Background: an optimization exercise with open tools, aiming at small area, a short achievable clock period and few clock cycles per item. Do not read the settings as production practice.
In this exercise RTL edits were held to simulation tests only and were not proved equivalent to the original.

===== flow/config.mk =====
export PLATFORM = sky130hd
export DESIGN_NAME = sha256_core
export DESIGN_NICKNAME = sha256_core
export VERILOG_FILES = /design/flow/design.v
export SDC_FILE = /design/flow/constraint.sdc
export NUM_CORES = 4
export LEC_CHECK = 0
export CAP_MARGIN = 20
export CORE_MARGIN = 2
export CORE_UTILIZATION = 30
export SLEW_MARGIN = 20

===== flow/constraint.sdc =====
create_clock -name core_clock -period 9.0 [get_ports {clk}]
set_input_delay 1.8000 -clock core_clock [delete_from_list [all_inputs] [get_ports {clk}]]
set_output_delay 1.8000 -clock core_clock [all_outputs]
set_load 0.01 [all_outputs]

===== flow/design.v =====
module sha256_core (
    input  wire         clk,
    input  wire         rst,
    input  wire         start,
    input  wire         first,
    input  wire [511:0] block,
    output wire         ready,
    output reg          done,
    output reg  [255:0] digest
);
    reg [31:0] k_t;
    reg [5:0]  t;
    always @(*) begin
        case (t)
            6'd0:  k_t = 32'h428a2f98;  6'd1:  k_t = 32'h71374491;
            6'd2:  k_t = 32'hb5c0fbcf;  6'd3:  k_t = 32'he9b5dba5;
            6'd4:  k_t = 32'h3956c25b;  6'd5:  k_t = 32'h59f111f1;
            6'd6:  k_t = 32'h923f82a4;  6'd7:  k_t = 32'hab1c5ed5;
            6'd8:  k_t = 32'hd807aa98;  6'd9:  k_t = 32'h12835b01;
            6'd10: k_t = 32'h243185be;  6'd11: k_t = 32'h550c7dc3;
            6'd12: k_t = 32'h72be5d74;  6'd13: k_t = 32'h80deb1fe;
            6'd14: k_t = 32'h9bdc06a7;  6'd15: k_t = 32'hc19bf174;
            6'd16: k_t = 32'he49b69c1;  6'd17: k_t = 32'hefbe4786;
            6'd18: k_t = 32'h0fc19dc6;  6'd19: k_t = 32'h240ca1cc;
            6'd20: k_t = 32'h2de92c6f;  6'd21: k_t = 32'h4a7484aa;
            6'd22: k_t = 32'h5cb0a9dc;  6'd23: k_t = 32'h76f988da;
            6'd24: k_t = 32'h983e5152;  6'd25: k_t = 32'ha831c66d;
            6'd26: k_t = 32'hb00327c8;  6'd27: k_t = 32'hbf597fc7;
            6'd28: k_t = 32'hc6e00bf3;  6'd29: k_t = 32'hd5a79147;
            6'd30: k_t = 32'h06ca6351;  6'd31: k_t = 32'h14292967;
            6'd32: k_t = 32'h27b70a85;  6'd33: k_t = 32'h2e1b2138;
            6'd34: k_t = 32'h4d2c6dfc;  6'd35: k_t = 32'h53380d13;
            6'd36: k_t = 32'h650a7354;  6'd37: k_t = 32'h766a0abb;
            6'd38: k_t = 32'h81c2c92e;  6'd39: k_t = 32'h92722c85;
            6'd40: k_t = 32'ha2bfe8a1;  6'd41: k_t = 32'ha81a664b;
            6'd42: k_t = 32'hc24b8b70;  6'd43: k_t = 32'hc76c51a3;
            6'd44: k_t = 32'hd192e819;  6'd45: k_t = 32'hd6990624;
            6'd46: k_t = 32'hf40e3585;  6'd47: k_t = 32'h106aa070;
            6'd48: k_t = 32'h19a4c116;  6'd49: k_t = 32'h1e376c08;
            6'd50: k_t = 32'h2748774c;  6'd51: k_t = 32'h34b0bcb5;
            6'd52: k_t = 32'h391c0cb3;  6'd53: k_t = 32'h4ed8aa4a;
            6'd54: k_t = 32'h5b9cca4f;  6'd55: k_t = 32'h682e6ff3;
            6'd56: k_t = 32'h748f82ee;  6'd57: k_t = 32'h78a5636f;
            6'd58: k_t = 32'h84c87814;  6'd59: k_t = 32'h8cc70208;
            6'd60: k_t = 32'h90befffa;  6'd61: k_t = 32'ha4506ceb;
            6'd62: k_t = 32'hbef9a3f7;  default: k_t = 32'hc67178f2;
        endcase
    end
    localparam [255:0] IV = {32'h6a09e667, 32'hbb67ae85, 32'h3c6ef372, 32'ha54ff53a,
                             32'h510e527f, 32'h9b05688c, 32'h1f83d9ab, 32'h5be0cd19};
    reg         busy;
    reg         fin;             
    reg [255:0] hv;              
    reg [31:0]  ra, rb, rc, rd, re, rf, rg, rh;
    reg [511:0] w;               
    wire [31:0] w_t  = w[511:480];
    wire [31:0] s1   = {re[5:0], re[31:6]} ^ {re[10:0], re[31:11]} ^ {re[24:0], re[31:25]};
    wire [31:0] ch   = (re & rf) ^ (~re & rg);
    wire [31:0] s0   = {ra[1:0], ra[31:2]} ^ {ra[12:0], ra[31:13]} ^ {ra[21:0], ra[31:22]};
    wire [31:0] maj  = (ra & rb) ^ (ra & rc) ^ (rb & rc);
    wire [31:0] t1   = rh + s1 + ch + k_t + w_t;
    wire [31:0] t2   = s0 + maj;
    wire [31:0] w1   = w[479:448];
    wire [31:0] w9   = w[223:192];
    wire [31:0] w14  = w[63:32];
    wire [31:0] ss0  = {w1[6:0], w1[31:7]} ^ {w1[17:0], w1[31:18]} ^ (w1 >> 3);
    wire [31:0] ss1  = {w14[16:0], w14[31:17]} ^ {w14[18:0], w14[31:19]} ^ (w14 >> 10);
    wire [31:0] w_new = ss1 + w9 + ss0 + w_t;
    wire [255:0] chain = first ? IV : digest;
    assign ready = ~busy;
    always @(posedge clk) begin
        if (rst) begin
            busy   <= 1'b0;
            fin    <= 1'b0;
            done   <= 1'b0;
            t      <= 6'd0;
        end else begin
            done <= 1'b0;
            if (busy && !fin) begin
                rh <= rg;
                rg <= rf;
                rf <= re;
                re <= rd + t1;
                rd <= rc;
                rc <= rb;
                rb <= ra;
                ra <= t1 + t2;
                w  <= {w[479:0], w_new};
                t  <= t + 6'd1;
                if (t == 6'd63) fin <= 1'b1;
            end else if (busy && fin) begin
                digest <= {hv[255:224] + ra, hv[223:192] + rb, hv[191:160] + rc, hv[159:128] + rd,
                           hv[127:96]  + re, hv[95:64]    + rf, hv[63:32]    + rg, hv[31:0]     + rh};
                done   <= 1'b1;
                busy   <= 1'b0;
                fin    <= 1'b0;
            end else if (start) begin
                hv   <= chain;
                {ra, rb, rc, rd, re, rf, rg, rh} <= chain;
                w    <= block;
                t    <= 6'd0;
                busy <= 1'b1;
            end
        end
    end
endmodule

===== flow/run.sh =====
#!/bin/bash
# synth_recipe.tcl (not shown) runs the flow's synth.tcl, then flattens the netlist and writes it again
# the make line also repeats each setting of config.mk as NAME=value (left out here)
make -C /OpenROAD-flow-scripts/flow DESIGN_CONFIG=/design/flow/config.mk WORK_HOME=/design/flow/orfs CLKGATE_MAP_FILE= SYNTH_SCRIPT=/design/flow/synth_recipe.tcl finish

==> impl_metrics.csv <==
group,metric,value,unit
yosys,async_reset_ff_frac,0,
setup_path,crit_path_end_kind,"flip-flop",
yosys,syn_nets,9092,
clocking,cts_inserted_buffers,157,
yosys,yosysSeqAreaShare,0.495,
yosys,synth_seq_cells,1321,
setup_path,startpoint_type,"flip-flop",
grt,grt_pass1_wl,447,mm
cells_and_area,largest_reg_flops,512,
die,num_rows,188,
cells_and_area,area_growth,21.0,%
yosys,synth_top_area_frac,0.485,
setup_path,critPathArrivalTime,8230,ps
clocking,clockBufferDepth,3,
clocking,cts_root_buf,"clkbuf_16",
yosys,synthesis.area,0.0793,mm2
yosys,synthAdderAreaFrac,0.114,
setup_path,cpMostUsedCell,"a21oi_1",
cells_and_area,drive_gt1_frac,0.0591,
yosys,synth-xor-area-share,0.0635,
placed_design,dpl.hpwl,246,mm
yosys,syn_area_per_cell,9.92,um2
drt,drt-initial-drc-count,6850,
cells_and_area,max_flop_register,"w",
yosys,synth_compound_area_frac,0.107,
yosys,synth_area_leaders,"edfxtp_1 (48%), nand2_1 (9.6%), ha_1 (6.1%)",
yosys,syn_inst,7992,
worst_hold_path,hold_path.class,"reg2reg",
yosys,synth-edff-count,1280,
die,start_util,0.302,
worst_hold_path,holdPathStages,2,
cells_and_area,finalNetCount,9737,
sta,fin_skew,76.1,ps
sta,tightest_slew,1230,ps
sta,maxSlewHeadroom,0.180,
placed_design,gp_congestion,0.922,
sta,clock.fmax,129,MHz
clocking,cts-htree-levels,4,
sta,setup_viol,0,
die,core-area,0.263,mm2
yosys,synth.area.mux_share,0.00639,
setup_path,cp_data_required_time,9480,ps
die,die_h,518,um
drt,wl_per_cell,26.0,um
drt,via_per_inst,5.11,
setup_path,r2r-start,"re[27]",
yosys,ys.flop_type,"edfxtp_1",
cells_and_area,largestRegisters,"w x512, digest x256, hv x256",
drt,num_vias,62900,
grt,grt_start_max_net_pins,161,
clocking,hold_buffers,0,
sta,hold_viol_final,0,
yosys,synth_top_cells_by_count,"nand2_1 (2026), edfxtp_1 (1280), nor2_1 (610), inv_1 (483)",
clocking,post-cts-setup-buffers,0,
clocking,clk_pin_slew,60,ps
setup_path,cpMaxStageDelayCell,"fa_1",
drt,drtPass1Iterations,9,
yosys,yosysMostFrequentCell,"nand2_1",
setup_path,reg2reg_depth,28,
status,status,"no timing/DRC/antenna violations",
setup_path,path_max_fanout,6,
die,die_x,518,um
sta,min_period,7760,ps
sta,drv_slew,0,
yosys,yosys.cell_types.count,97,
clocking,cts_resized,0,
flow_run,max_cap_violations,0,
setup_path,crit_start,"re[27]",
cells_and_area,fin_util,0.365,
die,die_area,0.268,mm2
die,ioPinCount,774,
setup_path,regToRegSetupSlack,1240,ps
yosys,yosysTopAreaCell,"edfxtp_1",
yosys,synth_top_family_by_area,"simple AND/OR/NAND/NOR gates",
clocking,clock_latency,840,ps
setup_path,slowest_delay,570,ps
yosys,yosys.area_share.simple,0.175,
cells_and_area,fill_cells,26300,
sta,rsz0062_at_grt,"no",
clocking,cts_tree,"done",
clocking,numClockSinks,1321,
sta,finalCritPeriodShare,0.862,
grt,antenna_found_initial,73,
setup_path,rr_endpoint,"ra[29]",
grt,overflow,0,
drt,drcViolationCount,0,
grt,grt_util_all_layers,0.230,
drt,ant_nets,0,
yosys,yosys_warnings,1,
drt,wirelength,321,mm
placed_design,portBuffers,773,
setup_path,critPathKind,"reg2reg",
setup_path,endpoint,"ra[29]",
grt,grt_pass1_vias,60700,
per-layer routing:
| metal | part of all wire | global-route usage | wire (um) |
|---|---|---|---|
| met5 | 0.0011 | 0 | 353 |
| met4 | 0.022 | 0.0523 | 6960 |
| met3 | 0.099 | 0.0696 | 31700 |
| met2 | 0.43 | 0.338 | 137000 |
| met1 | 0.45 | 0.329 | 145000 |
kinds of logic after synthesis:
logic type,count (synthesis)
buf+inv,838
mux,48
flops,1321
xor+xnor,575
fa+ha+maj,607
simple gates,3281
compound gates,1322
cell type report:
cell class	instances	area, um2	share of cell area
clock buffer	191	4070	0.0424
clock inverter	95	1050	0.0110
inverter	487	1830	0.0191
multi-input combinational	5833	36900	0.385
antenna	29	72.6	0.000756
timing repair buffer	837	8330	0.0868
tap	3515	4400	0.0458
sequential	1321	39300	0.409
worst max-delay path: cells and delay by family, from the launching register on:
kind / cells / cell delay [ps]
AO/OA/AOI/OAI: 12 / 2670
buffers and inverters: 2 / 110
adder cells (fa/ha/maj): 5 / 2200
AND/OR/NAND/NOR: 5 / 1010
XOR/XNOR: 4 / 880
flip-flops: 1 / 550
stage by stage:
step	hold WS [ps]	cells	setup slack (ps)	area (um2)	TNS, ps
finish	492	12300	1240	95900	0
global route	507	12300	654	95900	0
CTS	494	12300	1290	95800	0
detailed placement	491	12000	1380	90700	0
global placement	488	12000	1430	90700	0
floorplan	462	7992	-4950	79300	-6195070
how the worst min path moves through the flow:
stage,to,start,slack (ps)
global placement,w[334],w[302],490
floorplan,done,fin,460
global route,w[298],w[266],510
finish,w[298],w[266],490
CTS,w[312],w[280],490
detailed placement,w[420],w[388],490
layout by cell type (no fill, tap or decap), types with 42 or more instances in the layout:
master,n
nor2b_1,147
a31oi_1,55
clkdlybuf4s50_1,772
or2_2,151
xnor2_1,386
o21ai_0,295
and3_1,49
nor2_1,607
a21oi_1,389
o21a_1,56
fa_1,195
nand2_1,2026
nor3_1,78
edfxtp_1,1280
inv_1,483
xor2_1,188
o211ai_1,42
nand3_1,72
nand2b_1,44
buf_4,54
a21o_1,144
clkbuf_16,157
ha_1,389
Testbench counts, summed over its fixed seeds: cycles 84,480, items 1,280.

what the ideal ports hide:
Ports are ideal in the flow. The routed layout listed here was re-timed in OpenROAD. Step 1, drivers: a clkbuf_16 drives clk and a buf_2 each remaining input, both assumed. Step 2 times the ports against the registers' clock, not the clock port: input delays grow and output delays shrink by t, the midpoint of the rising clock arrivals with the driver on. Slacks: ideal / step 1 / step 2; pairs: ideal / step 1.
t (ns): 0.903
slack for setup (ns): 1.243 / 1.243 / 1.243
worst setup path after step 2: register to register
slew at the worst register clock pin (ns): 0.07 / 0.07
After both steps this run still meets setup and hold. For this run, drivers alone change the setup slack by 0.000 ns; drivers and shift together by 0.000 ns.
